What follows belongs to an exercise in optimizing a design on an open flow for small area and few clock cycles per item; a production flow would make more cautious choices.
Function was checked by simulation only, so behaviour that the tests miss may differ from the original.
Power is estimated from default activity; no workload was simulated.

==> design/flow/design.v <==
module ax5031_qunit (
    input  wire        clk,
    input  wire        rst,
    input  wire        in_valid,
    output wire        in_ready,
    input  wire [31:0] in_v,
    output reg         out_valid,
    input  wire        out_ready,
    output wire [32:0] out_q
);
    wire [31:0] nv = ~in_v;
    wire [32:0] q;
    reg  [32:0] q_r;
    assign in_ready = !out_valid || out_ready;
    assign out_q    = q_r;
    always @(posedge clk) begin
        if (rst)
            out_valid <= 1'b0;
        else if (in_ready)
            out_valid <= in_valid;
        if (in_ready && in_valid)
            q_r <= q;
    end
    wire w1, w2;
    qha p3h1 (.a(in_v[1]), .b(in_v[0]), .s(w1), .co(w2));
    wire w3, w4;
    qfa p3f1 (.a(in_v[2]), .b(in_v[1]), .c(w2), .s(w3), .co(w4));
    wire w5, w6;
    qfa p3f2 (.a(in_v[3]), .b(in_v[2]), .c(w4), .s(w5), .co(w6));
    wire w7, w8;
    qha p3h2 (.a(in_v[4]), .b(in_v[3]), .s(w7), .co(w8));
    wire w9, w10;
    qfa p3f3 (.a(in_v[5]), .b(in_v[4]), .c(w8), .s(w9), .co(w10));
    wire w11, w12;
    qfa p3f4 (.a(in_v[6]), .b(in_v[5]), .c(w10), .s(w11), .co(w12));
    wire w13, w14;
    qfa p3f5 (.a(in_v[7]), .b(in_v[6]), .c(w12), .s(w13), .co(w14));
    wire w15, w16;
    qha p3h3 (.a(in_v[8]), .b(in_v[7]), .s(w15), .co(w16));
    wire w17, w18;
    qfa p3f6 (.a(in_v[9]), .b(in_v[8]), .c(w16), .s(w17), .co(w18));
    wire w19, w20;
    qfa p3f7 (.a(in_v[10]), .b(in_v[9]), .c(w18), .s(w19), .co(w20));
    wire w21, w22;
    qfa p3f8 (.a(in_v[11]), .b(in_v[10]), .c(w20), .s(w21), .co(w22));
    wire w23, w24;
    qha p3h4 (.a(in_v[12]), .b(in_v[11]), .s(w23), .co(w24));
    wire w25, w26;
    qfa p3f9 (.a(in_v[13]), .b(in_v[12]), .c(w24), .s(w25), .co(w26));
    wire w27, w28;
    qfa p3f10 (.a(in_v[14]), .b(in_v[13]), .c(w26), .s(w27), .co(w28));
    wire w29, w30;
    qfa p3f11 (.a(in_v[15]), .b(in_v[14]), .c(w28), .s(w29), .co(w30));
    wire w31, w32;
    qha p3h5 (.a(in_v[16]), .b(in_v[15]), .s(w31), .co(w32));
    wire w33, w34;
    qfa p3f12 (.a(in_v[17]), .b(in_v[16]), .c(w32), .s(w33), .co(w34));
    wire w35, w36;
    qfa p3f13 (.a(in_v[18]), .b(in_v[17]), .c(w34), .s(w35), .co(w36));
    wire w37, w38;
    qfa p3f14 (.a(in_v[19]), .b(in_v[18]), .c(w36), .s(w37), .co(w38));
    wire w39, w40;
    qha p3h6 (.a(in_v[20]), .b(in_v[19]), .s(w39), .co(w40));
    wire w41, w42;
    qfa p3f15 (.a(in_v[21]), .b(in_v[20]), .c(w40), .s(w41), .co(w42));
    wire w43, w44;
    qfa p3f16 (.a(in_v[22]), .b(in_v[21]), .c(w42), .s(w43), .co(w44));
    wire w45, w46;
    qfa p3f17 (.a(in_v[23]), .b(in_v[22]), .c(w44), .s(w45), .co(w46));
    wire w47, w48;
    qha p3h7 (.a(in_v[24]), .b(in_v[23]), .s(w47), .co(w48));
    wire w49, w50;
    qfa p3f18 (.a(in_v[25]), .b(in_v[24]), .c(w48), .s(w49), .co(w50));
    wire w51, w52;
    qfa p3f19 (.a(in_v[26]), .b(in_v[25]), .c(w50), .s(w51), .co(w52));
    wire w53, w54;
    qfa p3f20 (.a(in_v[27]), .b(in_v[26]), .c(w52), .s(w53), .co(w54));
    wire w55, w56;
    qha p3h8 (.a(in_v[28]), .b(in_v[27]), .s(w55), .co(w56));
    wire w57, w58;
    qfa p3f21 (.a(in_v[29]), .b(in_v[28]), .c(w56), .s(w57), .co(w58));
    wire w59, w60;
    qfa p3f22 (.a(in_v[30]), .b(in_v[29]), .c(w58), .s(w59), .co(w60));
    wire w61, w62;
    qfa p3f23 (.a(in_v[31]), .b(in_v[30]), .c(w60), .s(w61), .co(w62));
    wire w63, w64;
    qha p3h9 (.a(in_v[31]), .b(w62), .s(w63), .co(w64));
    wire w65 = ~in_v[0];
    wire w66 = ~w1;
    wire w67 = ~w3;
    wire w68 = ~w5;
    wire w69 = ~w7;
    wire w70 = ~w9;
    wire w71 = ~w11;
    wire w72 = ~w13;
    wire w73 = ~w15;
    wire w74 = ~w17;
    wire w75 = ~w19;
    wire w76 = ~w21;
    wire w77 = ~w23;
    wire w78 = ~w25;
    wire w79 = ~w27;
    wire w80 = ~w29;
    wire w81 = ~w31;
    wire w82 = ~w33;
    wire w83 = ~w35;
    wire w84 = ~w37;
    wire w85 = ~w39;
    wire w86 = ~w41;
    wire w87 = ~w43;
    wire w88 = ~w45;
    wire w89 = ~w47;
    wire w90 = ~w49;
    wire w91 = ~w51;
    wire w92 = ~w53;
    wire w93 = ~w55;
    wire w94 = ~w57;
    wire w95 = ~w59;
    wire w96 = ~w61;
    wire w97 = ~w63;
    wire w98 = ~w64;
    wire w99 = ~w6;
    wire w100 = ~w14;
    wire w101 = ~w22;
    wire w102 = ~w30;
    wire w103 = ~w38;
    wire w104 = ~w46;
    wire w105 = ~w54;
    wire w106, w107;
    qfa f24 (.a(in_v[0]), .b(in_v[16]), .c(in_v[18]), .s(w106), .co(w107));
    wire w108, w109;
    qfa f25 (.a(in_v[23]), .b(in_v[26]), .c(in_v[28]), .s(w108), .co(w109));
    wire w110, w111;
    qfa f26 (.a(w106), .b(w108), .c(w78), .s(w110), .co(w111));
    wire w112, w113;
    qxnor cx1 (.a(in_v[1]), .b(in_v[17]), .y(w112));
    qor co1 (.a(in_v[1]), .b(in_v[17]), .y(w113));
    wire w114, w115;
    qfa f27 (.a(in_v[19]), .b(in_v[24]), .c(in_v[27]), .s(w114), .co(w115));
    wire w116, w117;
    qfa f28 (.a(in_v[29]), .b(w107), .c(w109), .s(w116), .co(w117));
    wire w118, w119;
    qfa f29 (.a(w114), .b(w112), .c(w116), .s(w118), .co(w119));
    wire w120, w121;
    qfa f30 (.a(w111), .b(w79), .c(w118), .s(w120), .co(w121));
    wire w122, w123;
    qfa f31 (.a(in_v[2]), .b(in_v[18]), .c(in_v[20]), .s(w122), .co(w123));
    wire w124, w125;
    qfa f32 (.a(in_v[25]), .b(in_v[28]), .c(in_v[30]), .s(w124), .co(w125));
    wire w126, w127;
    qfa f33 (.a(w15), .b(w115), .c(w122), .s(w126), .co(w127));
    wire w128, w129;
    qfa f34 (.a(w124), .b(w113), .c(w117), .s(w128), .co(w129));
    wire w130, w131;
    qfa f35 (.a(w126), .b(w128), .c(w119), .s(w130), .co(w131));
    wire w132, w133;
    qfa f36 (.a(w14), .b(w80), .c(w121), .s(w132), .co(w133));
    wire w134, w135;
    qxnor cx2 (.a(in_v[3]), .b(in_v[19]), .y(w134));
    qor co2 (.a(in_v[3]), .b(in_v[19]), .y(w135));
    wire w136, w137;
    qfa f37 (.a(in_v[21]), .b(in_v[26]), .c(in_v[29]), .s(w136), .co(w137));
    wire w138, w139;
    qfa f38 (.a(in_v[31]), .b(w123), .c(w125), .s(w138), .co(w139));
    wire w140, w141;
    qfa f39 (.a(w81), .b(w136), .c(w134), .s(w140), .co(w141));
    wire w142, w143;
    qfa f40 (.a(w17), .b(w127), .c(w138), .s(w142), .co(w143));
    wire w144, w145;
    qfa f41 (.a(w140), .b(w129), .c(w142), .s(w144), .co(w145));
    wire w146, w147;
    qfa f42 (.a(w102), .b(w131), .c(w144), .s(w146), .co(w147));
    wire w148, w149;
    qxnor cx3 (.a(in_v[4]), .b(in_v[20]), .y(w148));
    qor co3 (.a(in_v[4]), .b(in_v[20]), .y(w149));
    wire w150, w151;
    qfa f43 (.a(in_v[22]), .b(in_v[27]), .c(in_v[30]), .s(w150), .co(w151));
    wire w152, w153;
    qfa f44 (.a(w137), .b(w150), .c(w135), .s(w152), .co(w153));
    wire w154, w155;
    qfa f45 (.a(w148), .b(w139), .c(w82), .s(w154), .co(w155));
    wire w156, w157;
    qfa f46 (.a(w152), .b(w141), .c(w19), .s(w156), .co(w157));
    wire w158, w159;
    qfa f47 (.a(w143), .b(w154), .c(w156), .s(w158), .co(w159));
    wire w160, w161;
    qfa f48 (.a(w145), .b(w158), .c(w147), .s(w160), .co(w161));
    wire w162, w163;
    qxnor cx4 (.a(in_v[0]), .b(in_v[5]), .y(w162));
    qor co4 (.a(in_v[0]), .b(in_v[5]), .y(w163));
    wire w164, w165;
    qfa f49 (.a(in_v[21]), .b(in_v[23]), .c(in_v[28]), .s(w164), .co(w165));
    wire w166, w167;
    qfa f50 (.a(in_v[31]), .b(w151), .c(w164), .s(w166), .co(w167));
    wire w168, w169;
    qfa f51 (.a(w149), .b(w162), .c(w153), .s(w168), .co(w169));
    wire w170, w171;
    qfa f52 (.a(w166), .b(w155), .c(w83), .s(w170), .co(w171));
    wire w172, w173;
    qfa f53 (.a(w168), .b(w21), .c(w157), .s(w172), .co(w173));
    wire w174, w175;
    qfa f54 (.a(w170), .b(w159), .c(w172), .s(w174), .co(w175));
    wire w176, w177;
    qxnor cx5 (.a(in_v[1]), .b(in_v[6]), .y(w176));
    qor co5 (.a(in_v[1]), .b(in_v[6]), .y(w177));
    wire w178, w179;
    qfa f55 (.a(in_v[22]), .b(in_v[24]), .c(in_v[29]), .s(w178), .co(w179));
    wire w180, w181;
    qfa f56 (.a(w23), .b(w165), .c(w178), .s(w180), .co(w181));
    wire w182, w183;
    qfa f57 (.a(w163), .b(w176), .c(w167), .s(w182), .co(w183));
    wire w184, w185;
    qfa f58 (.a(w180), .b(w169), .c(w182), .s(w184), .co(w185));
    wire w186, w187;
    qfa f59 (.a(w22), .b(w84), .c(w171), .s(w186), .co(w187));
    wire w188, w189;
    qfa f60 (.a(w184), .b(w173), .c(w186), .s(w188), .co(w189));
    wire w190, w191;
    qfa f61 (.a(in_v[2]), .b(in_v[7]), .c(in_v[23]), .s(w190), .co(w191));
    wire w192, w193;
    qfa f62 (.a(in_v[25]), .b(in_v[30]), .c(w179), .s(w192), .co(w193));
    wire w194, w195;
    qfa f63 (.a(w85), .b(w190), .c(w177), .s(w194), .co(w195));
    wire w196, w197;
    qfa f64 (.a(w25), .b(w181), .c(w192), .s(w196), .co(w197));
    wire w198, w199;
    qfa f65 (.a(w194), .b(w183), .c(w196), .s(w198), .co(w199));
    wire w200, w201;
    qfa f66 (.a(w103), .b(w185), .c(w198), .s(w200), .co(w201));
    wire w202, w203;
    qfa f67 (.a(w187), .b(w200), .c(w189), .s(w202), .co(w203));
    wire w204, w205;
    qfa f68 (.a(nv[0]), .b(in_v[3]), .c(in_v[8]), .s(w204), .co(w205));
    wire w206, w207;
    qfa f69 (.a(in_v[24]), .b(in_v[26]), .c(in_v[31]), .s(w206), .co(w207));
    wire w208, w209;
    qfa f70 (.a(w191), .b(w204), .c(w206), .s(w208), .co(w209));
    wire w210, w211;
    qfa f71 (.a(w193), .b(w86), .c(w195), .s(w210), .co(w211));
    wire w212, w213;
    qfa f72 (.a(w208), .b(w27), .c(w197), .s(w212), .co(w213));
    wire w214, w215;
    qfa f73 (.a(w210), .b(w199), .c(w212), .s(w214), .co(w215));
    wire w216, w217;
    qfa f74 (.a(w201), .b(w214), .c(w203), .s(w216), .co(w217));
    wire w218, w219;
    qfa f75 (.a(nv[1]), .b(in_v[4]), .c(in_v[9]), .s(w218), .co(w219));
    wire w220, w221;
    qfa f76 (.a(in_v[25]), .b(in_v[27]), .c(w205), .s(w220), .co(w221));
    wire w222, w223;
    qfa f77 (.a(w207), .b(w218), .c(w209), .s(w222), .co(w223));
    wire w224, w225;
    qfa f78 (.a(w220), .b(w87), .c(w211), .s(w224), .co(w225));
    wire w226, w227;
    qfa f79 (.a(w222), .b(w29), .c(w213), .s(w226), .co(w227));
    wire w228, w229;
    qfa f80 (.a(w224), .b(w215), .c(w226), .s(w228), .co(w229));
    wire w230, w231;
    qfa f81 (.a(nv[2]), .b(in_v[5]), .c(in_v[10]), .s(w230), .co(w231));
    wire w232, w233;
    qfa f82 (.a(in_v[26]), .b(in_v[28]), .c(w31), .s(w232), .co(w233));
    wire w234, w235;
    qfa f83 (.a(w219), .b(w230), .c(w221), .s(w234), .co(w235));
    wire w236, w237;
    qfa f84 (.a(w232), .b(w234), .c(w223), .s(w236), .co(w237));
    wire w238, w239;
    qfa f85 (.a(w30), .b(w88), .c(w225), .s(w238), .co(w239));
    wire w240, w241;
    qfa f86 (.a(w236), .b(w227), .c(w238), .s(w240), .co(w241));
    wire w242, w243;
    qfa f87 (.a(nv[3]), .b(in_v[6]), .c(in_v[11]), .s(w242), .co(w243));
    wire w244, w245;
    qfa f88 (.a(in_v[27]), .b(in_v[29]), .c(w65), .s(w244), .co(w245));
    wire w246, w247;
    qfa f89 (.a(w231), .b(w89), .c(w242), .s(w246), .co(w247));
    wire w248, w249;
    qfa f90 (.a(w244), .b(w33), .c(w233), .s(w248), .co(w249));
    wire w250, w251;
    qfa f91 (.a(w246), .b(w235), .c(w248), .s(w250), .co(w251));
    wire w252, w253;
    qfa f92 (.a(w104), .b(w237), .c(w250), .s(w252), .co(w253));
    wire w254, w255;
    qfa f93 (.a(w239), .b(w252), .c(w241), .s(w254), .co(w255));
    wire w256, w257;
    qfa f94 (.a(nv[4]), .b(in_v[7]), .c(in_v[12]), .s(w256), .co(w257));
    wire w258, w259;
    qfa f95 (.a(in_v[28]), .b(in_v[30]), .c(w243), .s(w258), .co(w259));
    wire w260, w261;
    qfa f96 (.a(w66), .b(w256), .c(w245), .s(w260), .co(w261));
    wire w262, w263;
    qfa f97 (.a(w90), .b(w247), .c(w258), .s(w262), .co(w263));
    wire w264, w265;
    qfa f98 (.a(w260), .b(w249), .c(w35), .s(w264), .co(w265));
    wire w266, w267;
    qfa f99 (.a(w262), .b(w251), .c(w264), .s(w266), .co(w267));
    wire w268, w269;
    qfa f100 (.a(w253), .b(w266), .c(w255), .s(w268), .co(w269));
    wire w270, w271;
    qfa f101 (.a(nv[5]), .b(in_v[8]), .c(in_v[13]), .s(w270), .co(w271));
    wire w272, w273;
    qfa f102 (.a(in_v[29]), .b(in_v[31]), .c(w257), .s(w272), .co(w273));
    wire w274, w275;
    qfa f103 (.a(w270), .b(w259), .c(w67), .s(w274), .co(w275));
    wire w276, w277;
    qfa f104 (.a(w272), .b(w261), .c(w91), .s(w276), .co(w277));
    wire w278, w279;
    qfa f105 (.a(w263), .b(w274), .c(w37), .s(w278), .co(w279));
    wire w280, w281;
    qfa f106 (.a(w265), .b(w276), .c(w267), .s(w280), .co(w281));
    wire w282, w283;
    qfa f107 (.a(w278), .b(w280), .c(w269), .s(w282), .co(w283));
    wire w284, w285;
    qfa f108 (.a(nv[6]), .b(in_v[9]), .c(in_v[14]), .s(w284), .co(w285));
    wire w286, w287;
    qfa f109 (.a(in_v[30]), .b(w39), .c(w271), .s(w286), .co(w287));
    wire w288, w289;
    qfa f110 (.a(w284), .b(w273), .c(w286), .s(w288), .co(w289));
    wire w290, w291;
    qfa f111 (.a(w275), .b(w68), .c(w288), .s(w290), .co(w291));
    wire w292, w293;
    qfa f112 (.a(w38), .b(w92), .c(w277), .s(w292), .co(w293));
    wire w294, w295;
    qfa f113 (.a(w290), .b(w279), .c(w292), .s(w294), .co(w295));
    wire w296, w297;
    qfa f114 (.a(w281), .b(w294), .c(w283), .s(w296), .co(w297));
    wire w298, w299;
    qfa f115 (.a(nv[7]), .b(in_v[10]), .c(in_v[15]), .s(w298), .co(w299));
    wire w300, w301;
    qfa f116 (.a(in_v[31]), .b(w285), .c(w69), .s(w300), .co(w301));
    wire w302, w303;
    qfa f117 (.a(w93), .b(w298), .c(w41), .s(w302), .co(w303));
    wire w304, w305;
    qfa f118 (.a(w287), .b(w300), .c(w99), .s(w304), .co(w305));
    wire w306, w307;
    qfa f119 (.a(w302), .b(w289), .c(w105), .s(w306), .co(w307));
    wire w308, w309;
    qfa f120 (.a(w304), .b(w291), .c(w306), .s(w308), .co(w309));
    wire w310, w311;
    qfa f121 (.a(w293), .b(w308), .c(w295), .s(w310), .co(w311));
    wire w312, w313;
    qfa f122 (.a(nv[8]), .b(in_v[11]), .c(in_v[16]), .s(w312), .co(w313));
    wire w314, w315;
    qfa f123 (.a(w299), .b(w312), .c(w70), .s(w314), .co(w315));
    wire w316, w317;
    qfa f124 (.a(w94), .b(w301), .c(w303), .s(w316), .co(w317));
    wire w318, w319;
    qfa f125 (.a(w43), .b(w314), .c(w305), .s(w318), .co(w319));
    wire w320, w321;
    qfa f126 (.a(w316), .b(w307), .c(w318), .s(w320), .co(w321));
    wire w322, w323;
    qfa f127 (.a(w309), .b(w320), .c(w311), .s(w322), .co(w323));
    wire w324, w325;
    qxnor cx6 (.a(nv[0]), .b(nv[9]), .y(w324));
    qor co6 (.a(nv[0]), .b(nv[9]), .y(w325));
    wire w326, w327;
    qfa f128 (.a(in_v[12]), .b(in_v[17]), .c(w313), .s(w326), .co(w327));
    wire w328, w329;
    qfa f129 (.a(w324), .b(w326), .c(w315), .s(w328), .co(w329));
    wire w330, w331;
    qfa f130 (.a(w71), .b(w95), .c(w317), .s(w330), .co(w331));
    wire w332, w333;
    qfa f131 (.a(w45), .b(w328), .c(w319), .s(w332), .co(w333));
    wire w334, w335;
    qfa f132 (.a(w330), .b(w321), .c(w332), .s(w334), .co(w335));
    wire w336, w337;
    qxnor cx7 (.a(nv[1]), .b(nv[10]), .y(w336));
    qor co7 (.a(nv[1]), .b(nv[10]), .y(w337));
    wire w338, w339;
    qfa f133 (.a(in_v[13]), .b(in_v[18]), .c(w47), .s(w338), .co(w339));
    wire w340, w341;
    qfa f134 (.a(w325), .b(w336), .c(w327), .s(w340), .co(w341));
    wire w342, w343;
    qfa f135 (.a(w338), .b(w340), .c(w46), .s(w342), .co(w343));
    wire w344, w345;
    qfa f136 (.a(w329), .b(w72), .c(w96), .s(w344), .co(w345));
    wire w346, w347;
    qfa f137 (.a(w342), .b(w331), .c(w344), .s(w346), .co(w347));
    wire w348, w349;
    qfa f138 (.a(w333), .b(w346), .c(w335), .s(w348), .co(w349));
    wire w350, w351;
    qfa f139 (.a(nv[2]), .b(nv[11]), .c(in_v[14]), .s(w350), .co(w351));
    wire w352, w353;
    qfa f140 (.a(in_v[19]), .b(w73), .c(w350), .s(w352), .co(w353));
    wire w354, w355;
    qfa f141 (.a(w337), .b(w49), .c(w339), .s(w354), .co(w355));
    wire w356, w357;
    qfa f142 (.a(w352), .b(w341), .c(w354), .s(w356), .co(w357));
    wire w358, w359;
    qfa f143 (.a(w100), .b(w356), .c(w343), .s(w358), .co(w359));
    wire w360, w361;
    qfa f144 (.a(w97), .b(w345), .c(w358), .s(w360), .co(w361));
    wire w362, w363;
    qfa f145 (.a(w347), .b(w360), .c(w349), .s(w362), .co(w363));
    wire w364, w365;
    qxnor cx8 (.a(nv[3]), .b(nv[12]), .y(w364));
    qor co8 (.a(nv[3]), .b(nv[12]), .y(w365));
    wire w366, w367;
    qfa f146 (.a(in_v[15]), .b(in_v[20]), .c(w351), .s(w366), .co(w367));
    wire w368, w369;
    qfa f147 (.a(w364), .b(w74), .c(w353), .s(w368), .co(w369));
    wire w370, w371;
    qfa f148 (.a(w366), .b(w355), .c(w51), .s(w370), .co(w371));
    wire w372, w373;
    qfa f149 (.a(w368), .b(w357), .c(w370), .s(w372), .co(w373));
    wire w374, w375;
    qfa f150 (.a(w98), .b(w372), .c(w359), .s(w374), .co(w375));
    wire w376, w377;
    qfa f151 (.a(w361), .b(w374), .c(w363), .s(w376), .co(w377));
    wire w378, w379;
    qfa f152 (.a(nv[4]), .b(nv[13]), .c(in_v[16]), .s(w378), .co(w379));
    wire w380, w381;
    qfa f153 (.a(in_v[21]), .b(w378), .c(w365), .s(w380), .co(w381));
    wire w382, w383;
    qfa f154 (.a(w367), .b(w380), .c(w75), .s(w382), .co(w383));
    wire w384, w385;
    qfa f155 (.a(w369), .b(w53), .c(w371), .s(w384), .co(w385));
    wire w386, w387;
    qfa f156 (.a(w382), .b(w373), .c(w384), .s(w386), .co(w387));
    wire w388, w389;
    qfa f157 (.a(w386), .b(w375), .c(w377), .s(w388), .co(w389));
    wire w390, w391;
    qxnor cx9 (.a(nv[5]), .b(nv[14]), .y(w390));
    qor co9 (.a(nv[5]), .b(nv[14]), .y(w391));
    wire w392, w393;
    qfa f158 (.a(in_v[17]), .b(in_v[22]), .c(w55), .s(w392), .co(w393));
    wire w394, w395;
    qfa f159 (.a(w379), .b(w390), .c(w392), .s(w394), .co(w395));
    wire w396, w397;
    qfa f160 (.a(w381), .b(w394), .c(w54), .s(w396), .co(w397));
    wire w398, w399;
    qfa f161 (.a(w76), .b(w383), .c(w396), .s(w398), .co(w399));
    wire w400, w401;
    qfa f162 (.a(w385), .b(w398), .c(w387), .s(w400), .co(w401));
    wire w402, w403;
    qfa f163 (.a(nv[6]), .b(nv[15]), .c(in_v[18]), .s(w402), .co(w403));
    wire w404, w405;
    qfa f164 (.a(in_v[23]), .b(w77), .c(w402), .s(w404), .co(w405));
    wire w406, w407;
    qfa f165 (.a(w391), .b(w57), .c(w393), .s(w406), .co(w407));
    wire w408, w409;
    qfa f166 (.a(w404), .b(w395), .c(w406), .s(w408), .co(w409));
    wire w410, w411;
    qfa f167 (.a(w101), .b(w408), .c(w397), .s(w410), .co(w411));
    wire w412, w413;
    qfa f168 (.a(w399), .b(w410), .c(w401), .s(w412), .co(w413));
    wire w414, w415;
    qxnor cx10 (.a(nv[7]), .b(nv[16]), .y(w414));
    qor co10 (.a(nv[7]), .b(nv[16]), .y(w415));
    wire w416, w417;
    qfa f169 (.a(in_v[19]), .b(in_v[24]), .c(w403), .s(w416), .co(w417));
    wire w418, w419;
    qfa f170 (.a(w414), .b(w78), .c(w405), .s(w418), .co(w419));
    wire w420, w421;
    qfa f171 (.a(w416), .b(w407), .c(w59), .s(w420), .co(w421));
    wire w422, w423;
    qfa f172 (.a(w418), .b(w409), .c(w420), .s(w422), .co(w423));
    wire w424, w425;
    qfa f173 (.a(w422), .b(w411), .c(w413), .s(w424), .co(w425));
    wire w426, w427;
    qxnor cx11 (.a(nv[8]), .b(nv[17]), .y(w426));
    qor co11 (.a(nv[8]), .b(nv[17]), .y(w427));
    wire w428, w429;
    qfa f174 (.a(in_v[20]), .b(in_v[25]), .c(w415), .s(w428), .co(w429));
    wire w430, w431;
    qfa f175 (.a(w426), .b(w417), .c(w428), .s(w430), .co(w431));
    wire w432, w433;
    qfa f176 (.a(w79), .b(w419), .c(w430), .s(w432), .co(w433));
    wire w434, w435;
    qfa f177 (.a(w61), .b(w421), .c(w432), .s(w434), .co(w435));
    wire w436, w437;
    qfa f178 (.a(w423), .b(w434), .c(w425), .s(w436), .co(w437));
    wire w438, w439;
    qxnor cx12 (.a(nv[9]), .b(nv[18]), .y(w438));
    qor co12 (.a(nv[9]), .b(nv[18]), .y(w439));
    wire w440, w441;
    qfa f179 (.a(in_v[21]), .b(in_v[26]), .c(w427), .s(w440), .co(w441));
    wire w442, w443;
    qfa f180 (.a(w438), .b(w429), .c(w440), .s(w442), .co(w443));
    wire w444, w445;
    qfa f181 (.a(w431), .b(w442), .c(w80), .s(w444), .co(w445));
    wire w446, w447;
    qfa f182 (.a(w433), .b(w63), .c(w444), .s(w446), .co(w447));
    wire w448, w449;
    qfa f183 (.a(w435), .b(w446), .c(w437), .s(w448), .co(w449));
    wire w450, w451;
    qfa f184 (.a(nv[10]), .b(nv[19]), .c(in_v[22]), .s(w450), .co(w451));
    wire w452, w453;
    qfa f185 (.a(in_v[27]), .b(w81), .c(w450), .s(w452), .co(w453));
    wire w454, w455;
    qfa f186 (.a(w439), .b(w441), .c(w452), .s(w454), .co(w455));
    wire w456, w457;
    qfa f187 (.a(w443), .b(w454), .c(w102), .s(w456), .co(w457));
    wire w458, w459;
    qfa f188 (.a(w64), .b(w456), .c(w445), .s(w458), .co(w459));
    wire w460, w461;
    qfa f189 (.a(w447), .b(w458), .c(w449), .s(w460), .co(w461));
    wire w462, w463;
    qxnor cx13 (.a(nv[11]), .b(nv[20]), .y(w462));
    qor co13 (.a(nv[11]), .b(nv[20]), .y(w463));
    wire w464, w465;
    qfa f190 (.a(in_v[23]), .b(in_v[28]), .c(w451), .s(w464), .co(w465));
    wire w466, w467;
    qfa f191 (.a(w462), .b(w82), .c(w453), .s(w466), .co(w467));
    wire w468, w469;
    qfa f192 (.a(w464), .b(w455), .c(w466), .s(w468), .co(w469));
    wire w470, w471;
    qfa f193 (.a(w468), .b(w457), .c(w459), .s(w470), .co(w471));
    wire w472, w473;
    qxnor cx14 (.a(nv[12]), .b(nv[21]), .y(w472));
    qor co14 (.a(nv[12]), .b(nv[21]), .y(w473));
    wire w474, w475;
    qfa f194 (.a(in_v[24]), .b(in_v[29]), .c(w463), .s(w474), .co(w475));
    wire w476, w477;
    qfa f195 (.a(w472), .b(w465), .c(w474), .s(w476), .co(w477));
    wire w478, w479;
    qfa f196 (.a(w83), .b(w467), .c(w476), .s(w478), .co(w479));
    wire w480, w481;
    qfa f197 (.a(w469), .b(w478), .c(w471), .s(w480), .co(w481));
    wire w482, w483;
    qxnor cx15 (.a(nv[13]), .b(nv[22]), .y(w482));
    qor co15 (.a(nv[13]), .b(nv[22]), .y(w483));
    wire w484, w485;
    qfa f198 (.a(in_v[25]), .b(in_v[30]), .c(w473), .s(w484), .co(w485));
    wire w486, w487;
    qfa f199 (.a(w482), .b(w475), .c(w484), .s(w486), .co(w487));
    wire w488, w489;
    qfa f200 (.a(w477), .b(w486), .c(w84), .s(w488), .co(w489));
    wire w490, w491;
    qfa f201 (.a(w479), .b(w488), .c(w481), .s(w490), .co(w491));
    wire w492, w493;
    qfa f202 (.a(nv[14]), .b(nv[23]), .c(in_v[26]), .s(w492), .co(w493));
    wire w494, w495;
    qfa f203 (.a(in_v[31]), .b(w85), .c(w492), .s(w494), .co(w495));
    wire w496, w497;
    qfa f204 (.a(w483), .b(w485), .c(w494), .s(w496), .co(w497));
    wire w498, w499;
    qfa f205 (.a(w487), .b(w496), .c(w103), .s(w498), .co(w499));
    wire w500, w501;
    qfa f206 (.a(w498), .b(w489), .c(w491), .s(w500), .co(w501));
    wire w502, w503;
    qxnor cx16 (.a(nv[15]), .b(nv[24]), .y(w502));
    qor co16 (.a(nv[15]), .b(nv[24]), .y(w503));
    wire w504, w505;
    qfa f207 (.a(in_v[27]), .b(w493), .c(w502), .s(w504), .co(w505));
    wire w506, w507;
    qfa f208 (.a(w86), .b(w495), .c(w504), .s(w506), .co(w507));
    wire w508, w509;
    qfa f209 (.a(w497), .b(w506), .c(w499), .s(w508), .co(w509));
    wire w510, w511;
    qxnor cx17 (.a(nv[16]), .b(nv[25]), .y(w510));
    qor co17 (.a(nv[16]), .b(nv[25]), .y(w511));
    wire w512, w513;
    qfa f210 (.a(in_v[28]), .b(w503), .c(w510), .s(w512), .co(w513));
    wire w514, w515;
    qfa f211 (.a(w505), .b(w512), .c(w87), .s(w514), .co(w515));
    wire w516, w517;
    qfa f212 (.a(w507), .b(w514), .c(w509), .s(w516), .co(w517));
    wire w518, w519;
    qxnor cx18 (.a(nv[17]), .b(nv[26]), .y(w518));
    qor co18 (.a(nv[17]), .b(nv[26]), .y(w519));
    wire w520, w521;
    qfa f213 (.a(in_v[29]), .b(w511), .c(w518), .s(w520), .co(w521));
    wire w522, w523;
    qfa f214 (.a(w513), .b(w520), .c(w88), .s(w522), .co(w523));
    wire w524, w525;
    qfa f215 (.a(w515), .b(w522), .c(w517), .s(w524), .co(w525));
    wire w526, w527;
    qfa f216 (.a(nv[18]), .b(nv[27]), .c(in_v[30]), .s(w526), .co(w527));
    wire w528, w529;
    qfa f217 (.a(w89), .b(w526), .c(w519), .s(w528), .co(w529));
    wire w530, w531;
    qfa f218 (.a(w528), .b(w521), .c(w104), .s(w530), .co(w531));
    wire w532, w533;
    qfa f219 (.a(w530), .b(w523), .c(w525), .s(w532), .co(w533));
    wire w534, w535;
    qxnor cx19 (.a(nv[19]), .b(nv[28]), .y(w534));
    qor co19 (.a(nv[19]), .b(nv[28]), .y(w535));
    wire w536, w537;
    qfa f220 (.a(in_v[31]), .b(w527), .c(w534), .s(w536), .co(w537));
    wire w538, w539;
    qfa f221 (.a(w90), .b(w529), .c(w536), .s(w538), .co(w539));
    wire w540, w541;
    qfa f222 (.a(w538), .b(w531), .c(w533), .s(w540), .co(w541));
    wire w542, w543;
    qxnor cx20 (.a(nv[20]), .b(nv[29]), .y(w542));
    qor co20 (.a(nv[20]), .b(nv[29]), .y(w543));
    wire w544, w545;
    qfa f223 (.a(w535), .b(w542), .c(w537), .s(w544), .co(w545));
    wire w546, w547;
    qfa f224 (.a(w91), .b(w539), .c(w544), .s(w546), .co(w547));
    wire w548, w549;
    qxnor cx21 (.a(nv[21]), .b(nv[30]), .y(w548));
    qor co21 (.a(nv[21]), .b(nv[30]), .y(w549));
    wire w550, w551;
    qfa f225 (.a(w543), .b(w548), .c(w545), .s(w550), .co(w551));
    wire w552, w553;
    qfa f226 (.a(w92), .b(w550), .c(w547), .s(w552), .co(w553));
    wire w554, w555;
    qfa f227 (.a(nv[22]), .b(nv[31]), .c(w93), .s(w554), .co(w555));
    wire w556, w557;
    qfa f228 (.a(w549), .b(w554), .c(w105), .s(w556), .co(w557));
    wire w558, w559;
    qfa f229 (.a(w551), .b(w556), .c(w553), .s(w558), .co(w559));
    wire w560, w561;
    qfa f230 (.a(nv[23]), .b(w94), .c(w555), .s(w560), .co(w561));
    wire w562, w563;
    qfa f231 (.a(w560), .b(w557), .c(w559), .s(w562), .co(w563));
    wire w564, w565;
    qxnor cx22 (.a(nv[24]), .b(w561), .y(w564));
    qor co22 (.a(nv[24]), .b(w561), .y(w565));
    wire w566, w567;
    qfa f232 (.a(w95), .b(w564), .c(w563), .s(w566), .co(w567));
    wire w568, w569;
    qxnor cx23 (.a(nv[25]), .b(w96), .y(w568));
    qor co23 (.a(nv[25]), .b(w96), .y(w569));
    wire w570, w571;
    qfa f233 (.a(w565), .b(w568), .c(w567), .s(w570), .co(w571));
    wire w572, w573;
    qxnor cx24 (.a(nv[26]), .b(w97), .y(w572));
    qor co24 (.a(nv[26]), .b(w97), .y(w573));
    wire w574, w575;
    qfa f234 (.a(w569), .b(w572), .c(w571), .s(w574), .co(w575));
    wire w576, w577;
    qxnor cx25 (.a(nv[27]), .b(w98), .y(w576));
    qor co25 (.a(nv[27]), .b(w98), .y(w577));
    wire w578, w579;
    qfa f235 (.a(w576), .b(w573), .c(w575), .s(w578), .co(w579));
    wire w580, w581;
    qfa f236 (.a(nv[28]), .b(w577), .c(w579), .s(w580), .co(w581));
    wire w582, w583;
    qxnor cx26 (.a(nv[29]), .b(w581), .y(w582));
    qor co26 (.a(nv[29]), .b(w581), .y(w583));
    wire w584, w585;
    qxnor cx27 (.a(nv[30]), .b(w583), .y(w584));
    qor co27 (.a(nv[30]), .b(w583), .y(w585));
    wire w586, w587;
    qxnor cx28 (.a(nv[31]), .b(w585), .y(w586));
    qor co28 (.a(nv[31]), .b(w585), .y(w587));
    wire [49:0] ra = {w587, w586, w584, w582, w580, w578, w574, w570, w566, w562, w558, w552, w546, w540, w532, w524, w516, w508, w500, w490, w480, w470, w460, w448, w436, w424, w412, w400, w388, w376, w362, w348, w334, w322, w310, w296, w282, w268, w254, w229, w228, w216, w202, w175, w174, w160, w133, w130, w13, w11};
    wire [49:0] rb = {1'b0, 1'b0, 1'b0, 1'b0, 1'b0, 1'b0, 1'b0, 1'b0, 1'b0, 1'b0, 1'b0, 1'b0, w541, 1'b0, 1'b0, 1'b0, 1'b0, w501, 1'b0, 1'b0, 1'b0, w461, 1'b0, 1'b0, 1'b0, 1'b0, 1'b0, w389, 1'b0, 1'b0, 1'b0, 1'b0, w323, 1'b0, w297, 1'b0, 1'b0, 1'b0, 1'b0, w240, w217, 1'b0, 1'b0, w188, w161, 1'b0, w146, w132, w120, w110};
    wire [49:0] sum;
    wire l1c0 = ra[0] & rb[0];
    wire l1c1;
    qmaj lm1_1 (.a(ra[1]), .b(rb[1]), .c(l1c0), .y(l1c1));
    wire l1c2;
    qmaj lm1_2 (.a(ra[2]), .b(rb[2]), .c(l1c1), .y(l1c2));
    wire l1c3;
    qmaj lm1_3 (.a(ra[3]), .b(rb[3]), .c(l1c2), .y(l1c3));
    wire l1c4 = ra[4] & l1c3;
    wire l1c5;
    qmaj lm1_5 (.a(ra[5]), .b(rb[5]), .c(l1c4), .y(l1c5));
    wire l1c6;
    qmaj lm1_6 (.a(ra[6]), .b(rb[6]), .c(l1c5), .y(l1c6));
    wire l1c7 = ra[7] & l1c6;
    wire l1c8 = ra[8] & l1c7;
    wire l1c9;
    qmaj lm1_9 (.a(ra[9]), .b(rb[9]), .c(l1c8), .y(l1c9));
    wire l1c10;
    qmaj lm1_10 (.a(ra[10]), .b(rb[10]), .c(l1c9), .y(l1c10));
    wire l1c11 = ra[11] & l1c10;
    wire l1c12 = ra[12] & l1c11;
    wire l1c13 = ra[13] & l1c12;
    wire l1c14 = ra[14] & l1c13;
    wire l1c15;
    qmaj lm1_15 (.a(ra[15]), .b(rb[15]), .c(l1c14), .y(l1c15));
    wire l1c16 = ra[16] & l1c15;
    wire b2s17, b2c17;
    qha bh2_17 (.a(ra[17]), .b(rb[17]), .s(b2s17), .co(b2c17));
    assign sum[17] = b2s17 ^ l1c16;
    wire bc2 = b2c17 | (l1c16 & b2s17);
    wire b3s18 = ra[18];
    wire b3s19 = ra[19];
    wire b3s20 = ra[20];
    wire b3s21 = ra[21];
    wire b3s22, b3c22;
    qha bh3_22 (.a(ra[22]), .b(rb[22]), .s(b3s22), .co(b3c22));
    assign sum[18] = b3s18 ^ bc2;
    assign sum[19] = b3s19 ^ (bc2 & b3s18);
    wire b3p19 = b3s18 & b3s19;
    assign sum[20] = b3s20 ^ (bc2 & b3p19);
    wire b3p20 = b3p19 & b3s20;
    assign sum[21] = b3s21 ^ (bc2 & b3p20);
    wire b3p21 = b3p20 & b3s21;
    assign sum[22] = b3s22 ^ (bc2 & b3p21);
    wire b3p22 = b3p21 & b3s22;
    wire bc3 = b3c22 | (bc2 & b3p22);
    wire b4s23 = ra[23];
    wire b4s24 = ra[24];
    wire b4s25 = ra[25];
    wire b4s26 = ra[26];
    wire b4s27 = ra[27];
    wire b4s28, b4c28;
    qha bh4_28 (.a(ra[28]), .b(rb[28]), .s(b4s28), .co(b4c28));
    assign sum[23] = b4s23 ^ bc3;
    assign sum[24] = b4s24 ^ (bc3 & b4s23);
    wire b4p24 = b4s23 & b4s24;
    assign sum[25] = b4s25 ^ (bc3 & b4p24);
    wire b4p25 = b4p24 & b4s25;
    assign sum[26] = b4s26 ^ (bc3 & b4p25);
    wire b4p26 = b4p25 & b4s26;
    assign sum[27] = b4s27 ^ (bc3 & b4p26);
    wire b4p27 = b4p26 & b4s27;
    assign sum[28] = b4s28 ^ (bc3 & b4p27);
    wire b4p28 = b4p27 & b4s28;
    wire bc4 = b4c28 | (bc3 & b4p28);
    wire b5s29 = ra[29];
    wire b5s30 = ra[30];
    wire b5s31 = ra[31];
    wire b5s32, b5c32;
    qha bh5_32 (.a(ra[32]), .b(rb[32]), .s(b5s32), .co(b5c32));
    assign sum[29] = b5s29 ^ bc4;
    assign sum[30] = b5s30 ^ (bc4 & b5s29);
    wire b5p30 = b5s29 & b5s30;
    assign sum[31] = b5s31 ^ (bc4 & b5p30);
    wire b5p31 = b5p30 & b5s31;
    assign sum[32] = b5s32 ^ (bc4 & b5p31);
    wire b5p32 = b5p31 & b5s32;
    wire bc5 = b5c32 | (bc4 & b5p32);
    wire b6s33 = ra[33];
    wire b6s34 = ra[34];
    wire b6s35 = ra[35];
    wire b6s36 = ra[36];
    wire b6s37, b6c37;
    qha bh6_37 (.a(ra[37]), .b(rb[37]), .s(b6s37), .co(b6c37));
    assign sum[33] = b6s33 ^ bc5;
    assign sum[34] = b6s34 ^ (bc5 & b6s33);
    wire b6p34 = b6s33 & b6s34;
    assign sum[35] = b6s35 ^ (bc5 & b6p34);
    wire b6p35 = b6p34 & b6s35;
    assign sum[36] = b6s36 ^ (bc5 & b6p35);
    wire b6p36 = b6p35 & b6s36;
    assign sum[37] = b6s37 ^ (bc5 & b6p36);
    wire b6p37 = b6p36 & b6s37;
    wire bc6 = b6c37 | (bc5 & b6p37);
    wire b7s38 = ra[38];
    wire b7s39 = ra[39];
    wire b7s40 = ra[40];
    wire b7s41 = ra[41];
    wire b7s42 = ra[42];
    wire b7s43 = ra[43];
    wire b7s44 = ra[44];
    wire b7s45 = ra[45];
    wire b7s46 = ra[46];
    wire b7s47 = ra[47];
    wire b7s48 = ra[48];
    wire b7s49 = ra[49];
    assign sum[38] = b7s38 ^ bc6;
    assign sum[39] = b7s39 ^ (bc6 & b7s38);
    wire b7p39 = b7s38 & b7s39;
    assign sum[40] = b7s40 ^ (bc6 & b7p39);
    wire b7p40 = b7p39 & b7s40;
    assign sum[41] = b7s41 ^ (bc6 & b7p40);
    wire b7p41 = b7p40 & b7s41;
    assign sum[42] = b7s42 ^ (bc6 & b7p41);
    wire b7p42 = b7p41 & b7s42;
    assign sum[43] = b7s43 ^ (bc6 & b7p42);
    wire b7p43 = b7p42 & b7s43;
    assign sum[44] = b7s44 ^ (bc6 & b7p43);
    wire b7p44 = b7p43 & b7s44;
    assign sum[45] = b7s45 ^ (bc6 & b7p44);
    wire b7p45 = b7p44 & b7s45;
    assign sum[46] = b7s46 ^ (bc6 & b7p45);
    wire b7p46 = b7p45 & b7s46;
    assign sum[47] = b7s47 ^ (bc6 & b7p46);
    wire b7p47 = b7p46 & b7s47;
    assign sum[48] = b7s48 ^ (bc6 & b7p47);
    wire b7p48 = b7p47 & b7s48;
    assign sum[49] = b7s49 ^ (bc6 & b7p48);
    wire b7p49 = b7p48 & b7s49;
    wire bc7 = bc6 & b7p49;
    assign q = ~sum[49:17];
endmodule
module qfa (input wire a, input wire b, input wire c, output wire s, output wire co);
    assign s  = a ^ b ^ c;
    assign co = (a & b) | (a & c) | (b & c);
endmodule
module qha (input wire a, input wire b, output wire s, output wire co);
    assign s  = a ^ b;
    assign co = a & b;
endmodule
module qmaj (input wire a, input wire b, input wire c, output wire y);
    assign y = (a & b) | (a & c) | (b & c);
endmodule
module qxnor (input wire a, input wire b, output wire y);
    assign y = ~(a ^ b);
endmodule
module qor (input wire a, input wire b, output wire y);
    assign y = a | b;
endmodule
==> design/flow/flow/run.sh <==
#!/bin/bash
# The standard layout (the standard.sh), with the ports buffered by the
# smallest buffer cell instead of ORFS's default choice.
set -euo pipefail
export BUFFER_PORTS_ARGS="-buffer_cell sky130_fd_sc_hd__buf_1"
bash standard.sh > standard_flow.log 2>&1
==> design/flow/standard.sh <==
#!/bin/bash
# synth_recipe.tcl (not shown) runs the flow's synth.tcl, then flattens the netlist and writes it again
# the make line also repeats each setting of config.mk as NAME=value (left out here)
make -C /OpenROAD-flow-scripts/flow DESIGN_CONFIG=/design/flow/config.mk WORK_HOME=/design/flow/orfs CLKGATE_MAP_FILE= SYNTH_SCRIPT=/design/flow/synth_recipe.tcl "${@:-finish}"
==> design/flow/config.mk <==
export PLATFORM = sky130hd
export DESIGN_NAME = ax5031_qunit
export DESIGN_NICKNAME = ax5031_qunit
export VERILOG_FILES = /design/flow/design.v
export SDC_FILE = /design/flow/constraint.sdc
export NUM_CORES = 4
export LEC_CHECK = 0
export CAP_MARGIN = 20
export CORE_MARGIN = 2
export CORE_UTILIZATION = 40
export CTS_BUF_LIST = sky130_fd_sc_hd__clkbuf_4
export CTS_CLUSTER_DIAMETER = 40
export CTS_CLUSTER_SIZE = 4
export GPL_TIMING_DRIVEN = 0
export PLACE_DENSITY = 0.6
export SLEW_MARGIN = 20
export SYNTH_HIERARCHICAL = 1
export SYNTH_MINIMUM_KEEP_SIZE = 0
==> design/flow/constraint.sdc <==
create_clock -name core_clock -period 10.0 [get_ports {clk}]
set_input_delay 2.0000 -clock core_clock [delete_from_list [all_inputs] [get_ports {clk}]]
set_output_delay 2.0000 -clock core_clock [all_outputs]
set_load 0.01 [all_outputs]
==> run summary, run 1 <==
status finished clean; Port Buf Inserts 70; Seq/Total Area, Yosys 13.60%; Area Growth Syn to Fin 8.318%; die area 19680 um^2; Synth area leader fa_1; syn_nets 820; Avg WL per Cell 22.45 um; DRT antenna net count 0; reg2reg end q_r[30]; DR vias approximately 4300; crit path launch type input pin; Clock Path Buffers 2; # fillers about 1700; first-pass GRT wire length 29210 um; dominant synthesized flop cell edfxtp_1; clk root buf clkbuf_4; Worst path slowest cell buf_1; nets ~900; Worst Path Arrival 9.20 ns; Post-DP HPWL roughly 17000 um; GP Congestion ~0.95; Hold Buf Count CTS 0; Critical path buffers and inverters 1; slack of the worst reg-to-reg path 8.55 ns; hold endpoint out_valid; WS Path Type in2reg; hold path start out_valid; simple-gate area share of the yosys netlist between 6 and 7%; CTS sink count 34; Synth cell types 36; Post-Synth XOR/XNOR Area 6.483%; Post-synth EDFFs 33; final period utilization 90.89%; worst slew pin tran about 1.1 ns; VDD IR max 0.1937 mV; Final setup violation count 0; # DRC 0; Final Max Slew Viols 0; most common cell after layout, fill and taps aside fa_1; max frequency about 110 MHz; initial core utilization 41.09%; drt total wl about 19000 um; post-CTS sizing 0; R2R cell count 2; largest family of logic cells by synthesized area adder cells; initial antenna violation count 0; asr flop ratio synth 0%; vias in the first global route roughly 5100; CTS tree done; Post-Syn Area per Cell 14.07 um^2; initial drt markers 231; max-cap violation count 0; top post-synthesis cells by area fa_1 64%, edfxtp_1 13%, xnor2_1 5.8%, inv_1 4.0%, ha_1 3.4%; Crit path max-delay family adder cells; Yosys reg bits 34; commonest cells after routing, fill and taps aside 236 x fa_1, 80 x inv_1, 68 x buf_1; Synth Area in Adders 68.16%; Tmin final 9.089 ns; largest net degree at the start of global routing 34; Max stage delay on crit path 0.76 ns; hold-critical path depth 2; Antenna diodes 0; RSZ-0062 raised after global routing false; top cell type's share of synthesized area 63.58%; Post-Syn Area 7431 um^2; Tot GR Track Use 20.29%; Power Total 2.831 mW; Lkg Pwr 3.076 nW; Synth Area in Compound Gates 1.701%; CTS Buf Count 5; 1st-pass router iterations 5; num rows just under 50; clock transition at the registers of the reported paths 0.11 ns; Final Hold Fails 0; crit-path most repeated cell maj3_2; total gr overflow 0; Core Region 18090 um^2; Synth warnings 7; H-tree lvl count 2; Pwr per Cell Area 351.7 nW/um^2; Final TNS setup 0 ns; multiplexer share of the synthesized area 0%; Crit. End Element flip-flop; Ports 71; Crit Path Max Fanout 10; layout cells sized above 1 3.954%; worst r2r src out_valid; die width 140.3 um; Max-slew headroom a little over a quarter; Final Skew 0.01375 ns; clk latency of the worst-skew pair 0.35 ns; die height between 100 and 150 um; Synth Instances about 530; WP data required 10.11 ns; routed vias/inst about 5; setup repair bufs after CTS 0; HP Class reg2reg
==> layout make-up <==
| class | count | area, um^2 | share of cell area (%) |
|---|---|---|---|
| clock buffer | 6 | 45.04 | 0.5596 |
| multi-input combinational | 414 | 6121 | 76.05 |
| sequential | 34 | 1011 | 12.56 |
| clock inverter | 2 | 8.758 | 0.1088 |
| tap | 229 | 286.5 | 3.560 |
| timing repair buffer | 71 | 276.5 | 3.435 |
| inverter | 80 | 300.3 | 3.731 |
==> Yosys stat by module (local to each module, per instance) <==
| module | area [um^2] | cells inside | times used |
|---|---|---|---|
| qxnor | 8.758 | 1 | 28 |
| ax5031_qunit | 2021 | 214 | 1 |
| qmaj | 11.26 | 1 | 8 |
| qor | 6.256 | 1 | 28 |
| qfa | 20.02 | 1 | 236 |
| qha | 12.51 | 1 | 14 |
==> stage by stage <==
stage                     cell area (um^2)  setup slack (ns)  utilization, %  cells  hold WS [ns]
after floorplan                       7431             1.604               -    528        0.5930
after global placement                7980            0.5554           44.12    827        0.4974
after detailed placement              7981            0.4428           44.13    827        0.5191
after CTS                             8035            0.8302           44.43    835        0.5362
after global routing                  8049            0.6283           44.50    836        0.5640
final                                 8049            0.9115           44.50    836        0.5266
==> registers in the layout, indices dropped and copies added, names as in the netlist <==
signal	flops
out_valid	1
q_r	33
==> how the worst max path moves through the flow <==
stage	start	endpoint	slack [ns]	depth (start not counted)
2_1_floorplan	in_v[0]	q_r[17]	1.60	24
3_3_place_gp	in_v[28]	q_r[17]	0.56	25
3_5_place_dp	in_v[29]	q_r[17]	0.44	22
4_1_cts	in_v[27]	q_r[32]	0.83	20
5_1_grt	in_v[26]	q_r[17]	0.63	25
6_report	in_v[28]	q_r[17]	0.91	25
==> metal layers <==
metal	global-route usage, %	wire [um]
met2	33.82	9323
met5	0	0
met3	3.043	1233
met4	4.466	350
met1	28.59	7861
==> synth_stat cells, drive strengths merged, types with 2 or more instances <==
cell type	instances
a21oi	9
and2	4
and3	2
and4	2
edfxtp	33
fa	236
ha	20
inv	80
maj3	8
nand2	15
nand3	9
nand4	6
nor2	3
or2	29
xnor2	49
xor2	6
==> power by group <==
| part | leakage, nW | internal [mW] | switching [mW] |
|---|---|---|---|
| Combinational | 2.71 | 1.11 | 1.28 |
| Sequential | 0.328 | 0.353 | 0.0133 |
| Clock | 0.0331 | 0.0291 | 0.0473 |
==> tightest hold or removal path, cell delays in order (launching register included) <==
cell	delay [ns]
dfxtp_1	0.33
nand2b_1	0.10
a21oi_1	0.07
==> cells by family after synthesis <==
family,Yosys count
buffers and inverters,80
AO/OA/AOI/OAI,19
flip-flops,34
AND/OR/NAND/NOR,76
XOR/XNOR,55
adder cells (fa/ha/maj),264
Testbench counts, summed over its fixed seeds: cycles 6,006, items 6,000.
==> run 2, diff against run 1 <==
--- a/design/flow/config.mk
+++ b/design/flow/config.mk
@@ -10,6 +10,6 @@
 export CORE_UTILIZATION = 40
 export CTS_BUF_LIST = sky130_fd_sc_hd__clkbuf_4
-export CTS_CLUSTER_DIAMETER = 40
-export CTS_CLUSTER_SIZE = 4
+export CTS_CLUSTER_DIAMETER = 60
+export CTS_CLUSTER_SIZE = 6
 export GPL_TIMING_DRIVEN = 0
 export PLACE_DENSITY = 0.6
==> run summary, run 2 <==
HP Class reg2reg; Worst path slowest cell buf_1; routed vias/inst 5.151 (unchanged); Max stage delay on crit path 0.76 ns (about the same); die height 140.3 um (unchanged); Post-Syn Area 7431 um^2 (unchanged); drt total wl 18770 um (unchanged); Synth Instances 528 (unchanged); Post-Syn Area per Cell 14.07 um^2 (unchanged); num rows 49 (unchanged); Clock Path Buffers 2 (unchanged); Final TNS setup 0 ns (unchanged); Synth top cells by count 236 x fa_1, 80 x inv_1, 49 x xnor2_1; Antenna diodes 0 (unchanged); Max-slew headroom 26.22% (unchanged); Cell Count, Final, Fillers Out 836 (unchanged); Port Buf Inserts 70 (unchanged); final period utilization 90.89% (unchanged); Inst Count DP 827 (unchanged); clk latency of the worst-skew pair 0.35 ns (about the same); Yosys reg bits 34 (unchanged); layout cells sized above 1 3.954% (unchanged); Avg WL per Cell 22.45 um (unchanged); PnR worst setup slack 0.9115 ns (unchanged); Area Growth Syn to Fin 8.318% (unchanged); Seq/Total Area, Yosys 13.60% (unchanged); # DRC 0 (unchanged); fin util 44.50% (unchanged); Final Skew 0.01375 ns (unchanged); 1st-pass router iterations 5 (unchanged); Post-DP HPWL 16690 um (unchanged); nets 898 (unchanged); Lkg Pwr 3.076 nW (unchanged); max-cap violation count 0 (unchanged); slack of the worst reg-to-reg path 8.55 ns (about the same); largest net degree at the start of global routing 34 (unchanged); syn_nets 820 (unchanged); status finished clean; H-tree lvl count 2 (unchanged); Reg with most FFs q_r; Worst Path Arrival 9.20 ns (about the same); top-count cell post-synth fa_1; Core Region 18090 um^2 (unchanged); die area 19680 um^2 (unchanged); crit path launch type input pin; max frequency 110.0 MHz (unchanged); WP data required 10.11 ns (about the same); Crit Path Max Fanout 10 (unchanged); clk root buf clkbuf_4; largest registers q_r x33, out_valid x1; commonest cells after routing, fill and taps aside 236 x fa_1, 80 x inv_1, 68 x buf_1; WS Path Type in2reg; top cell type's share of synthesized area 63.58% (unchanged); Critical path buffers and inverters 1 (unchanged); initial antenna violation count 0 (unchanged); initial drt markers 231 (unchanged); Post-synth EDFFs 33 (unchanged); Final Max Slew Viols 0 (unchanged); CTS Buf Count 5 (unchanged); Hold Buf Count CTS 0 (unchanged); VDD IR max 0.1937 mV (unchanged); die width 140.3 um (unchanged); vias in the first global route 5102 (unchanged); Synth warnings 7 (unchanged); Power Total 2.831 mW (unchanged); max reg flops 33 (unchanged); initial core utilization 41.09% (unchanged); Final Cell Area 8049 um^2 (unchanged); Synth area leader fa_1; worst slew pin tran 1.107 ns (unchanged); post-CTS sizing 0 (unchanged); total gr overflow 0 (unchanged); Hold WS 0.5266 ns (unchanged); Synth cell types 36 (unchanged); GP Congestion 0.9502 (unchanged); Tot GR Track Use 20.29% (unchanged); placed cell area 7981 um^2 (unchanged); asr flop ratio synth 0% (unchanged); Pwr per Cell Area 351.7 nW/um^2 (unchanged); dominant synthesized flop cell edfxtp_1; clock transition at the registers of the reported paths 0.11 ns (about the same); CTS tree done; pre-CTS setup slack 0.4428 ns (unchanged); first-pass GRT wire length 29210 um (unchanged); CTS sink count 34 (unchanged); Crit path max-delay family adder cells; most common cell after layout, fill and taps aside fa_1; Tmin final 9.089 ns (unchanged); RSZ-0062 raised after global routing false; top post-synthesis cells by area fa_1 64%, edfxtp_1 13%, xnor2_1 5.8%, inv_1 4.0%, ha_1 3.4%; setup repair bufs after CTS 0 (unchanged); Ports 71 (unchanged); DR vias 4306 (unchanged); Crit. End Element flip-flop; Final Hold Fails 0 (unchanged); Final setup violation count 0 (unchanged); crit-path most repeated cell maj3_2; DRT antenna net count 0 (unchanged)
run 2: cell counts after synthesis:
Identical to the previous run, type by type.
run 2: report_power, final:
| group | internal [mW] | total, mW | switching (mW) |
|---|---|---|---|
| sequential | 0.353 | 0.367 | 0.0133 |
| clock | 0.0291 | 0.0764 | 0.0473 |
| combinational | 1.11 | 2.39 | 1.28 |
| total | 1.49 | 2.83 | 1.34 |
run 2: layout make-up:
cell class / count / area (um^2)
tap: 229 / 286.5
inverter: 80 / 300.3
clock buffer: 6 / 45.04
sequential: 34 / 1011
multi-input combinational: 414 / 6121
fill: 1687 / 10040
clock inverter: 2 / 8.758
timing repair buffer: 71 / 276.5
run 2: path summary, 6_finish.rpt:
kind                                start         to  cells past startpoint
worst max-delay path             in_v[28]    q_r[17]                     25
worst min-delay path            out_valid  out_valid                      2
worst max register to register  out_valid    q_r[30]                      2
worst min register to register  out_valid  out_valid                      2
run 2: logic make-up (layout without fill, tap and decap cells):
logic type / Yosys count / after routing / synth area share, %
xor+xnor: 55 / 55 / 6.483
compound gates: 19 / 19 / 1.701
fa+ha+maj: 264 / 264 / 68.16
flops: 34 / 34 / 13.60
buf+inv: 80 / 159 / 4.041
simple gates: 76 / 76 / 6.011
run 2: worst register-to-register path, delay by kind of cell, from the launching register on:
kind,cells,cell delay (ns)
AND/OR/NAND/NOR,2,0.74
flip-flops,1,0.33
run 2: routing by layer:
| layer | vias to the layer above | part of all wire, % | routed length, um | global-route usage, % |
|---|---|---|---|---|
| li1 | 1789 | - | - | - |
| met1 | 2305 | 42 | 7861 | 28.59 |
| met2 | 187 | 50 | 9323 | 33.82 |
| met3 | 25 | 6.6 | 1233 | 3.043 |
| met4 | 0 | 1.9 | 350 | 4.466 |
| met5 | - | 0 | 0 | 0 |
run 2: modules after synthesis (local to each module, per instance):
module,cell area (um^2),flops+latches,times used
ax5031_qunit,2021,34,1
qfa,20.02,0,236
qha,12.51,0,14
qmaj,11.26,0,8
qor,6.256,0,28
qxnor,8.758,0,28
==> run 3, diff against run 2 <==
--- a/design/flow/config.mk
+++ b/design/flow/config.mk
@@ -9,7 +9,5 @@
 export CORE_MARGIN = 2
 export CORE_UTILIZATION = 40
-export CTS_BUF_LIST = sky130_fd_sc_hd__clkbuf_4
-export CTS_CLUSTER_DIAMETER = 60
-export CTS_CLUSTER_SIZE = 6
+export CTS_BUF_LIST = sky130_fd_sc_hd__clkbuf_8
 export GPL_TIMING_DRIVEN = 0
 export PLACE_DENSITY = 0.6
==> run summary, run 3 <==
status finished clean; asr flop ratio synth 0% (unchanged); Synth area leader fa_1; largest net degree at the start of global routing 34 (unchanged); largest registers q_r x33, out_valid x1; die height 140.3 um (unchanged); top post-synthesis cells by area fa_1 64%, edfxtp_1 13%, xnor2_1 5.8%, inv_1 4.0%, ha_1 3.4%; Ports 71 (unchanged); clock transition at the registers of the reported paths 0.07 ns (-0.04 ns); most common cell after layout, fill and taps aside fa_1; # fillers 1684 (-0.18%); Synth cell types 36 (unchanged); worst slew pin tran 1.084 ns (-0.02303 ns); Max-slew headroom 27.75% (+1.5 points); Clk pwr share 3.3% (+0.6 points); initial drt markers 252 (+9.1%); Post-synth EDFFs 33 (unchanged); crit path launch type input pin; register area 1011 um^2 (unchanged); total gr overflow 0 (unchanged); Synth top cells by count 236 x fa_1, 80 x inv_1, 49 x xnor2_1; Crit path max-delay family adder cells; Synth warnings 7 (unchanged); CTS Buf Count 5 (unchanged); max-cap violation count 0 (unchanged); Critical path buffers and inverters 1 (unchanged); Yosys reg bits 34 (unchanged); Net Sw Frac 47.06% (-0.31 points); HP Class reg2reg; # DRC 0 (unchanged); DRT antenna net count 0 (unchanged); layout cells sized above 1 3.789% (-0.16 points); clk latency of the worst-skew pair 0.28 ns (-0.07 ns); area occupied by multi-input gates 6121 um^2 (unchanged); Worst path slowest cell buf_1; vias in the first global route 5109 (+0.14%); DR vias 4344 (+0.88%); Final Skew 0.008393 ns (-0.005360 ns); Hold Buf Count CTS 0 (unchanged); Antenna diodes 0 (unchanged); slack of the worst reg-to-reg path 8.55 ns (about the same); Post-Syn Area 7431 um^2 (unchanged); hold path start out_valid; pre-CTS setup slack 0.4428 ns (unchanged); clk root buf clkbuf_8; Final setup violation count 0 (unchanged); initial core utilization 41.09% (unchanged); register share of total power 12.9% (about the same); die width 140.3 um (unchanged); WS Path Type in2reg; WP data required 10.04 ns (-0.07 ns); 1st-pass router iterations 5 (unchanged); Tmin final 9.165 ns (+0.07689 ns); crit-path most repeated cell maj3_2; Post-DP HPWL 16690 um (unchanged); Area Growth Syn to Fin 8.688%; Lkg Pwr 3.090 nW (+0.44%); Crit. End Element flip-flop; drt total wl 18700 um (-0.38%); initial antenna violation count 0 (unchanged); post-CTS sizing 0 (unchanged); Post-Syn Area per Cell 14.07 um^2 (unchanged); top-count cell post-synth fa_1; hold-critical path depth 2 (unchanged); first-pass GRT wire length 29210 um (about the same); syn_nets 820 (unchanged); die area 19680 um^2 (unchanged); dominant synthesized flop cell edfxtp_1; max reg flops 33 (unchanged); final period utilization 91.65% (+0.77 points); Tot GR Track Use 20.25% (-0.045 points); Synth Instances 528 (unchanged); Final Hold Fails 0 (unchanged); Pwr per Cell Area 352.5 nW/um^2 (+0.23%); top cell type's share of synthesized area 63.58% (unchanged); PnR worst setup slack 0.8346 ns (-0.07689 ns); worst r2r src out_valid; VDD IR max 0.1938 mV (about the same); num rows 49 (unchanged); Cell Count, Final, Fillers Out 836 (unchanged); max frequency 109.1 MHz (-0.84%); switching power 1.340 mW (about the same); Reg with most FFs q_r; commonest cells after routing, fill and taps aside 236 x fa_1, 81 x inv_1, 68 x buf_1; Max stage delay on crit path 0.76 ns (about the same); Crit Path Max Fanout 10 (unchanged); R2R cell count 2 (unchanged); Final Max Slew Viols 0 (unchanged); H-tree lvl count 2 (unchanged); Worst Path Arrival 9.20 ns (about the same); Comb power frac 83.8% (-0.5 points); routed vias/inst 5.196 (+0.88%); Core Region 18090 um^2 (unchanged); Final TNS setup 0 ns (unchanged); Power Total 2.847 mW (+0.57%); setup repair bufs after CTS 0 (unchanged); RSZ-0062 raised after global routing false; nets 898 (unchanged); reg2reg end q_r[27]; Int Pwr 1.507 mW (+1.2%); Clock Path Buffers 2 (unchanged); hold endpoint out_valid; Avg WL per Cell 22.36 um (-0.38%); CTS tree done; Inst Count DP 827 (unchanged); CTS sink count 34 (unchanged); GP Congestion 0.9502 (unchanged); Seq/Total Area, Yosys 13.60% (unchanged); Port Buf Inserts 70 (unchanged)
-- run 3: layer usage --
layer / track usage [%] / vias to the layer above / routed length [um]
met5: 0 / - / 0
met4: 4.359 / 0 / 342
met3: 3.145 / 28 / 1114
met2: 33.72 / 183 / 9268
met1: 28.52 / 2344 / 7971
li1: - / 1789 / -
-- run 3: logic make-up after synthesis --
kind of cell               count (synthesis)  share of synthesized area (%)
DFF                                       34                          13.60
and+or+nand+nor                           76                          6.011
xor gates and xnor gates                  55                          6.483
adders and majority gates                264                          68.16
buffers and inverters                     80                          4.041
AOI/OAI and AO/OA                         19                          1.701
-- run 3: through the flow --
stage	cell area, um^2	hold WS, ns	util (%)
after floorplan	7431	0.5930	-
after global placement	7980	0.4974	44.12
after detailed placement	7981	0.5191	44.13
after CTS	8063	0.5304	44.58
after global routing	8077	0.5576	44.66
final	8077	0.5212	44.66
-- run 3: worst max-delay path by stage --
stage          cells after the start       to  startpoint
2_1_floorplan                     24  q_r[17]     in_v[0]
3_3_place_gp                      25  q_r[17]    in_v[28]
3_5_place_dp                      22  q_r[17]    in_v[29]
4_1_cts                           20  q_r[32]    in_v[27]
5_1_grt                           25  q_r[17]    in_v[26]
6_report                          25  q_r[17]    in_v[28]
-- run 3: layout make-up --
cell class,instances,share of cell area [%]
inverter,80,3.718
multi-input combinational,414,75.79
clock inverter,3,0.1549
sequential,34,12.52
clock buffer,5,0.8521
tap,229,3.548
timing repair buffer,71,3.424
-- run 3: power by group through the flow --
stage	sequential [mW]	clock (mW)	combinational, mW
after global placement	0.371	0	2.32
after global routing	0.375	0.104	2.72
final	0.367	0.0945	2.39
after floorplan	0.409	0	1.79
after CTS	0.369	0.0989	2.42
after detailed placement	0.372	0	2.40
-- run 3: tightest hold or removal path, cell delays in order, from the launching register on --
cell      delay (ns)
dfxtp_1         0.31
nand2b_1        0.10
a21oi_1         0.07
-- run 3: modules after synthesis, one instance, submodules excluded --
module,cell area (um^2),flops+latches,cells,times used
qxnor,8.758,0,1,28
qha,12.51,0,1,14
qor,6.256,0,1,28
ax5031_qunit,2021,34,214,1
qmaj,11.26,0,1,8
qfa,20.02,0,1,236

afterwards: timing with drivers on the ports:
The results above use ideal ports. As a check the final layouts listed here were re-extracted and re-timed, cells and wires unchanged.
Step 1: set_driving_cell puts a clkbuf_16 on clk and a buf_2 on each other input, an assumption about the parent block.
Step 2, shift: input delay + t, output delay - t, t = (earliest + latest rising clock arrival at the registers) / 2. This alone moves slack from input paths to output paths.
Slacks: ideal ports / drivers / drivers and shift; pairs: ideal ports / drivers.
run	t, ns	setup WS [ns]	hold slack, ns	latest minus earliest clock arrival (ns)	worst slew at a driven data input, ns
run 1	0.377	0.911 / 0.913 / 0.536	0.527 / 0.527 / 0.527	0.022 / 0.021	0.04
run 2	0.377	0.911 / 0.913 / 0.536	0.527 / 0.527 / 0.527	0.022 / 0.021	0.04
run 3	0.315	0.835 / 0.841 / 0.526	0.521 / 0.521 / 0.521	0.012 / 0.012	0.04
After both steps setup and hold are still met in every run listed.
